From an optimization exercise on the open Yosys and OpenROAD flow, aimed at small area; shortcuts taken in it are not production practice.
RTL that was checked went through simulation tests only; none was proved equivalent to the original.
Power and IR drop assume default switching activity.

## lhce_parse
module lhce_parse (
    input  wire        clk,
    input  wire        rst,           
    input  wire        start,
    input  wire [3:0]  op,
    input  wire [15:0] src_addr,
    input  wire [15:0] src_len,
    input  wire [31:0] ph_src,
    input  wire [31:0] ph_dst,
    output wire        busy,
    output reg         done,
    output wire        mem_rd,
    output wire [9:0]  mem_addr,
    input  wire [31:0] mem_rdata,
    output wire [3:0]  err_code,
    output wire [3:0]  err_sub,
    output wire [31:0] r_csum,
    output wire [31:0] r_csum_field,
    output wire [31:0] r_ip_len,
    output wire [31:0] r_ip_misc,
    output wire [31:0] r_ip_src,
    output wire [31:0] r_ip_dst,
    output wire [31:0] r_ip_hdr,
    output wire [31:0] r_ip_chk,
    output wire [31:0] r_tcp_ports,
    output wire [31:0] r_tcp_seq,
    output wire [31:0] r_tcp_ack,
    output wire [31:0] r_tcp_ctl,
    output wire [31:0] r_tcp_csum,
    output wire [31:0] r_tcp_hdr,
    output wire [31:0] r_pay,
    output wire [31:0] r_out
);
==> flow/config.mk <==
export PLATFORM = sky130hd
export DESIGN_NAME = lhce_parse
export DESIGN_NICKNAME = lhce_parse
export VERILOG_FILES = /design/flow/design.v
export SDC_FILE = /design/flow/constraint.sdc
export NUM_CORES = 4
export LEC_CHECK = 0
export CAP_MARGIN = 20
export CORE_MARGIN = 2
export CORE_UTILIZATION = 60
export CTS_CLUSTER_DIAMETER = 70
export CTS_CLUSTER_SIZE = 36
export PLACE_DENSITY = 0.75
export SLEW_MARGIN = 20
export SYNTH_HIERARCHICAL = 1
export SYNTH_MINIMUM_KEEP_SIZE = 0
==> flow/constraint.sdc <==
create_clock -name core_clock -period 7.0 [get_ports {clk}]
set_input_delay 1.4000 -clock core_clock [delete_from_list [all_inputs] [get_ports {clk}]]
set_output_delay 1.4000 -clock core_clock [all_outputs]
set_load 0.01 [all_outputs]
standard.sh (not shown) runs the stock make flow with config.mk's settings and CLKGATE_MAP_FILE= SYNTH_SCRIPT=/design/flow/synth_recipe.tcl, a recipe that flattens the netlist after the stock synthesis.
==> flow/flow/run.sh <==
#!/bin/bash
# Standard layout (the standard.sh, standard synthesis), with the port
# buffers that global placement inserts made of sky130_fd_sc_hd__buf_1 and
# one tie cell per constant value.
set -euo pipefail
export BUFFER_PORTS_ARGS="-buffer_cell sky130_fd_sc_hd__buf_1"
export SKIP_REPAIR_TIE_FANOUT=1
bash standard.sh > standard.log 2>&1
Next try:
--- a/flow/config.mk
+++ b/flow/config.mk
@@ -6,11 +6,11 @@
 export NUM_CORES = 4
 export LEC_CHECK = 0
-export CAP_MARGIN = 20
+export CAP_MARGIN = 0
 export CORE_MARGIN = 2
 export CORE_UTILIZATION = 60
-export CTS_CLUSTER_DIAMETER = 70
-export CTS_CLUSTER_SIZE = 36
+export CTS_CLUSTER_DIAMETER = 90
+export CTS_CLUSTER_SIZE = 30
 export PLACE_DENSITY = 0.75
-export SLEW_MARGIN = 20
+export SLEW_MARGIN = 0
 export SYNTH_HIERARCHICAL = 1
 export SYNTH_MINIMUM_KEEP_SIZE = 0
What happened:
- The new run finished clean
- total power decreases by 4.6%
- die area is unchanged
- design area shrinks by about 1.6%
Next try:
--- a/flow/config.mk
+++ b/flow/config.mk
@@ -6,5 +6,5 @@
 export NUM_CORES = 4
 export LEC_CHECK = 0
-export CAP_MARGIN = 0
+export CAP_MARGIN = 20
 export CORE_MARGIN = 2
 export CORE_UTILIZATION = 60
@@ -12,5 +12,5 @@
 export CTS_CLUSTER_SIZE = 30
 export PLACE_DENSITY = 0.75
-export SLEW_MARGIN = 0
+export SLEW_MARGIN = 20
 export SYNTH_HIERARCHICAL = 1
 export SYNTH_MINIMUM_KEEP_SIZE = 0
Effect:
- register-to-register slack loses 0.04 ns
- combinational power barely changes
- setup slack loses 0.039 ns


v43:
lhce_parse, a different RTL version from the one above (not shown whole).
Size: roughly 3500 cells after synthesis, about 670 I/O pins, ~0.030 sq mm of cells after synthesis.
Settings: LEC_CHECK=0, CAP_MARGIN=20, CORE_MARGIN=2, CORE_UTILIZATION=40, CTS_CLUSTER_DIAMETER=100, CTS_CLUSTER_SIZE=30, PLACE_DENSITY=0.6, SLEW_MARGIN=20; clock period 7.0 ns.
run.sh (not shown) runs the stock make flow with config.mk's settings and CLKGATE_MAP_FILE= SYNTH_SCRIPT=/design/flow/synth_recipe.tcl, a recipe that flattens the netlist after the stock synthesis.
Stock flow here: none of the scripts above is used.
v43: no failed stages, no open violations at the end
> inputs changed (v43 -> v54)
Settings: a deleted CTS_CLUSTER_SIZE that had been 30; a deleted CTS_CLUSTER_DIAMETER that had been 100; an added ABC_AREA of 1.
==> notes.md <==
In the metrics for v43 and v54, the one carrying the lower multi-input logic portion of the cell area is v54. [compare] base=v43 new=v54: switching power of the nets shrank by about 32%; synthesized instance count grew by 420; worst hold slack shrank by 0.016 ns. The lower instance count on the critical path of v43 and v54 is in v43. v54 gives more number of filler instances in the final layout than v43 did.
Relative to v54, the following input files were edited for v32:
Settings: setting CTS_BUF_LIST to sky130_fd_sc_hd__clkbuf_2 sky130_fd_sc_hd__clkbuf_4 sky130_fd_sc_hd__clkbuf_8 for the first time.
### Flow results
- Looking at the reports, v32 completed the entire flow and the layout it produced met the timing, design-rule and antenna checks.
- Diff v54 -> v32: share of the clock period used by the worst path after layout increased by 1.4 points relative to the old numbers, finished layout cell area closely matched the old numbers, power share of the clock group decreased by 0.3 points relative to the old numbers.
- Summary of v32 over v54: cell count increased about 1.4%; met3 track demand over resource in global routing increased 0.15 points; shortest period the worst path allows +0.095 ns; power held; fmax has decreased.
#### Input delta (v37 over v32)
Settings: a deleted ABC_AREA that had been 1; a deleted CTS_BUF_LIST that had been sky130_fd_sc_hd__clkbuf_2 sky130_fd_sc_hd__clkbuf_4 sky130_fd_sc_hd__clkbuf_8.
Results
Compared with v32, v37 shows a higher final critical-path share of the clock period.
Changes observed in v37 relative to v32: fraction of final layout cells sized beyond drive strength 1 decreased 1.7 points; synthesized instance count decreased by about 11% relative to the old numbers.
In v37, number of rows created at floorplan is lower than in v32.
Function was not checked in any run of this note: the RTL went through the layout flow alone.


Another version of the RTL of lhce_parse (not shown whole).
For scale: ~670 I/O pins, roughly 30000 um^2 of cells after synthesis.
export LEC_CHECK = 0
export CAP_MARGIN = 20
export CORE_MARGIN = 2
export CORE_UTILIZATION = 40
export CTS_CLUSTER_DIAMETER = 80
export CTS_CLUSTER_SIZE = 24
export PLACE_DENSITY = 0.6
export SLEW_MARGIN = 20
create_clock -name core_clock -period 7.0 [get_ports {clk}]
Change:
==> flow/flow/run.sh (new file) <==
#!/bin/bash
# Standard layout (the standard.sh, standard synthesis), with the port
# buffers that global placement inserts made of sky130_fd_sc_hd__buf_1.
set -euo pipefail
export BUFFER_PORTS_ARGS="-buffer_cell sky130_fd_sc_hd__buf_1"
bash standard.sh > standard.log 2>&1
==> flow/standard.sh (new file) <==
#!/bin/bash
# synth_recipe.tcl (not shown) runs the flow's synth.tcl, then flattens the netlist and writes it again
# the make line also repeats each setting of config.mk as NAME=value (left out here)
make -C /OpenROAD-flow-scripts/flow DESIGN_CONFIG=/design/flow/config.mk WORK_HOME=/design/flow/orfs CLKGATE_MAP_FILE= SYNTH_SCRIPT=/design/flow/synth_recipe.tcl "${@:-finish}"
removed: flow/run.sh
Result: The changed run finished clean. Final area falls by about 9%. Routed wire length came out lower by 4.2%. Worst hold slack barely changes. Power shrinks by about 1.6%. Via count is about the same. Area after synthesis is unchanged. Die area does not change. Cell count hardly moves. Non-clock buffer count goes up by 1. Sequential share of layout area rises by 4.0 points.


## main
lhce_parse, a different RTL version from the one above (not shown whole).
For scale: ~3,500 cells after synthesis, ~670 I/O pins.
make LEC_CHECK=0 CAP_MARGIN=20 CORE_MARGIN=2 CORE_UTILIZATION=40 CTS_CLUSTER_DIAMETER=80 CTS_CLUSTER_SIZE=24 PLACE_DENSITY=0.6 SLEW_MARGIN=20 finish   # period 7.0 ns
Stock flow here: none of the scripts above is used.
Here is what was changed in the inputs of the feature branch compared with main.
==> flow/flow/run.sh (new file) <==
#!/bin/bash
# Standard layout (the standard.sh, standard synthesis), with the port
# buffers that global placement inserts made of sky130_fd_sc_hd__buf_1.
set -euo pipefail
export BUFFER_PORTS_ARGS="-buffer_cell sky130_fd_sc_hd__buf_1"
bash standard.sh > standard.log 2>&1
==> flow/standard.sh (new file) <==
#!/bin/bash
# synth_recipe.tcl (not shown) runs the flow's synth.tcl, then flattens the netlist and writes it again
# the make line also repeats each setting of config.mk as NAME=value (left out here)
make -C /OpenROAD-flow-scripts/flow DESIGN_CONFIG=/design/flow/config.mk WORK_HOME=/design/flow/orfs CLKGATE_MAP_FILE= SYNTH_SCRIPT=/design/flow/synth_recipe.tcl "${@:-finish}"
removed: flow/run.sh
Results
In terms of area after synthesis, the feature branch and main differ only marginally. In the tables for main and the feature branch, worst setup slack reads lower with main. Going from main to the feature branch, global-route usage lower; overall routed net length lower; worst hold slack roughly the same.
No run of this note included a check of the RTL's function; only the layout flow was run.


JK:
lhce_parse, a different RTL version from the one above (not shown whole).
Size: about 28000 sq um of cells after synthesis.
==> flow/config.mk <==
export PLATFORM = sky130hd
export DESIGN_NAME = lhce_parse
export DESIGN_NICKNAME = lhce_parse
export VERILOG_FILES = /design/flow/design.v
export SDC_FILE = /design/flow/constraint.sdc
export NUM_CORES = 4
export LEC_CHECK = 0
export CAP_MARGIN = 20
export CORE_MARGIN = 2
export CORE_UTILIZATION = 40
export CTS_CLUSTER_DIAMETER = 90
export CTS_CLUSTER_SIZE = 30
export PLACE_DENSITY = 0.6
export SLEW_MARGIN = 20
export SYNTH_HIERARCHICAL = 1
export SYNTH_MINIMUM_KEEP_SIZE = 0
==> flow/constraint.sdc <==
create_clock -name core_clock -period 7.0 [get_ports {clk}]
set_input_delay 1.4000 -clock core_clock [delete_from_list [all_inputs] [get_ports {clk}]]
set_output_delay 1.4000 -clock core_clock [all_outputs]
set_load 0.01 [all_outputs]
standard.sh (not shown) runs the stock make flow with config.mk's settings and CLKGATE_MAP_FILE= SYNTH_SCRIPT=/design/flow/synth_recipe.tcl, a recipe that flattens the netlist after the stock synthesis.
==> flow/flow/run.sh <==
#!/bin/bash
# Standard layout (the standard.sh, standard synthesis), with the port
# buffers that global placement inserts made of sky130_fd_sc_hd__buf_1.
set -euo pipefail
export BUFFER_PORTS_ARGS="-buffer_cell sky130_fd_sc_hd__buf_1"
bash standard.sh > standard.log 2>&1
Modified inputs, MS compared to JK
Settings: CORE_UTILIZATION: 40 -> 60; PLACE_DENSITY: 0.6 -> 0.75.
==> flow/flow/run.sh <==
#!/bin/bash
# Standard layout (the standard.sh, standard synthesis), with the port
# buffers that global placement inserts made of sky130_fd_sc_hd__buf_1 and
# one tie cell per constant value.
set -euo pipefail
export BUFFER_PORTS_ARGS="-buffer_cell sky130_fd_sc_hd__buf_1"
export SKIP_REPAIR_TIE_FANOUT=1
bash standard.sh > standard.log 2>&1
### Flow results
- Going from JK to MS, shortest clock period the worst path allows after layout picked up an extra 75 ps; worst setup slack went down by 75 ps; share of power burned in combinational logic rose by 0.2 points; hold slack has remained practically unchanged.
- Slew at the pin with the worst max-slew slack, MS and JK, higher one = MS.
- MS ended with every stage complete and zero timing, DRC or antenna violations.
- In summary, JK completed successfully, with a layout that passed the timing, design-rule and antenna checks.
- Reported for MS and JK, number of enable-type register cells in the synthesized netlist turned out identical to the last digit.
- Taking JK as the reference, in MS count of clock-buffer cells in the layout fell 5; non-clock buffer total of the final layout fell 0.68%; routed wire length on met2 fell 4.9%.
- Comparing starting utilization of the core area for MS and JK, the smaller number came from JK.
- Post-synthesis simple-gate area fraction: JK vs MS identical


Starting RTL as in the previous note.
clock: 7.0 ns
lec_check: 0
cap_margin: 20
core_margin: 2
core_utilization: 40
cts_buf_list: sky130_fd_sc_hd__clkbuf_4
cts_cluster_diameter: 40
cts_cluster_size: 10
place_density: 0.6
slew_margin: 20
synth_hierarchical: 1
synth_minimum_keep_size: 0
==> flow/flow/run.sh <==
#!/bin/bash
# Standard layout (the standard.sh, standard synthesis), with the port
# buffers that global placement inserts made of sky130_fd_sc_hd__buf_1.
set -euo pipefail
export BUFFER_PORTS_ARGS="-buffer_cell sky130_fd_sc_hd__buf_1"
bash standard.sh > standard.log 2>&1
The baseline ran to the end with no violations.
Then changed:
CTS_BUF_LIST = sky130_fd_sc_hd__clkbuf_8   (was sky130_fd_sc_hd__clkbuf_4)
CTS_CLUSTER_DIAMETER = 60   (was 40)
CTS_CLUSTER_SIZE = 20   (was 10)
Utilization fell by 0.34 points.
Synthesized area is unchanged.
Count of clock-buffer cells in the layout fell by 50.
Total power fell by about 3%.
Setup slack improves by 0.16 ns.

==> what the ideal ports hide <==
In the flow no input, the clock included, has a driving cell. The finished layouts below were timed again as built, in two steps.
Step 1 assumes that a clkbuf_16 drives the clock port and a buf_2 every other input.
Step 2 also shifts input and output timing later by t, the mid clock arrival at the registers, as if the neighbouring blocks saw the same clock.
Three values: ideal, step 1, step 2; two values: the first two.
run	t, ns	setup WS [ns]	worst slew at a driven data input, ns	cell pins on the clock port's net
the first run of note 1	0.635	1.052 / 1.052 / 1.029	0.10	1
the second run of note 1	0.673	1.045 / 1.045 / 1.045	0.09	1
the third run of note 1	0.677	1.006 / 1.006 / 1.006	0.11	1
v43	0.670	1.497 / 1.430 / 1.320	0.08	1
v54	0.703	1.716 / 1.649 / 1.871	0.08	1
v32	0.816	1.622 / 1.556 / 1.841	0.09	1
v37	0.700	1.469 / 1.400 / 1.299	0.08	1
the first run of note 3	0.672	1.477 / 1.405 / 1.171	0.09	1
the second run of note 3	0.672	1.367 / 1.367 / 1.060	0.09	1
main	0.657	1.144 / 1.077 / 1.067	0.10	1
the feature branch	0.656	1.753 / 1.689 / 1.276	0.08	1
JK	0.642	1.632 / 1.632 / 1.632	0.12	1
MS	0.702	1.558 / 1.558 / 1.558	0.11	1
the first run of note 6	0.956	1.429 / 1.368 / 1.662	0.12	1
the second run of note 6	0.760	1.587 / 1.525 / 1.644	0.12	1
After both steps every run listed still meets setup and hold. For the feature branch, which loses most, drivers alone change the setup slack by -0.064 ns; drivers and shift together by -0.477 ns.
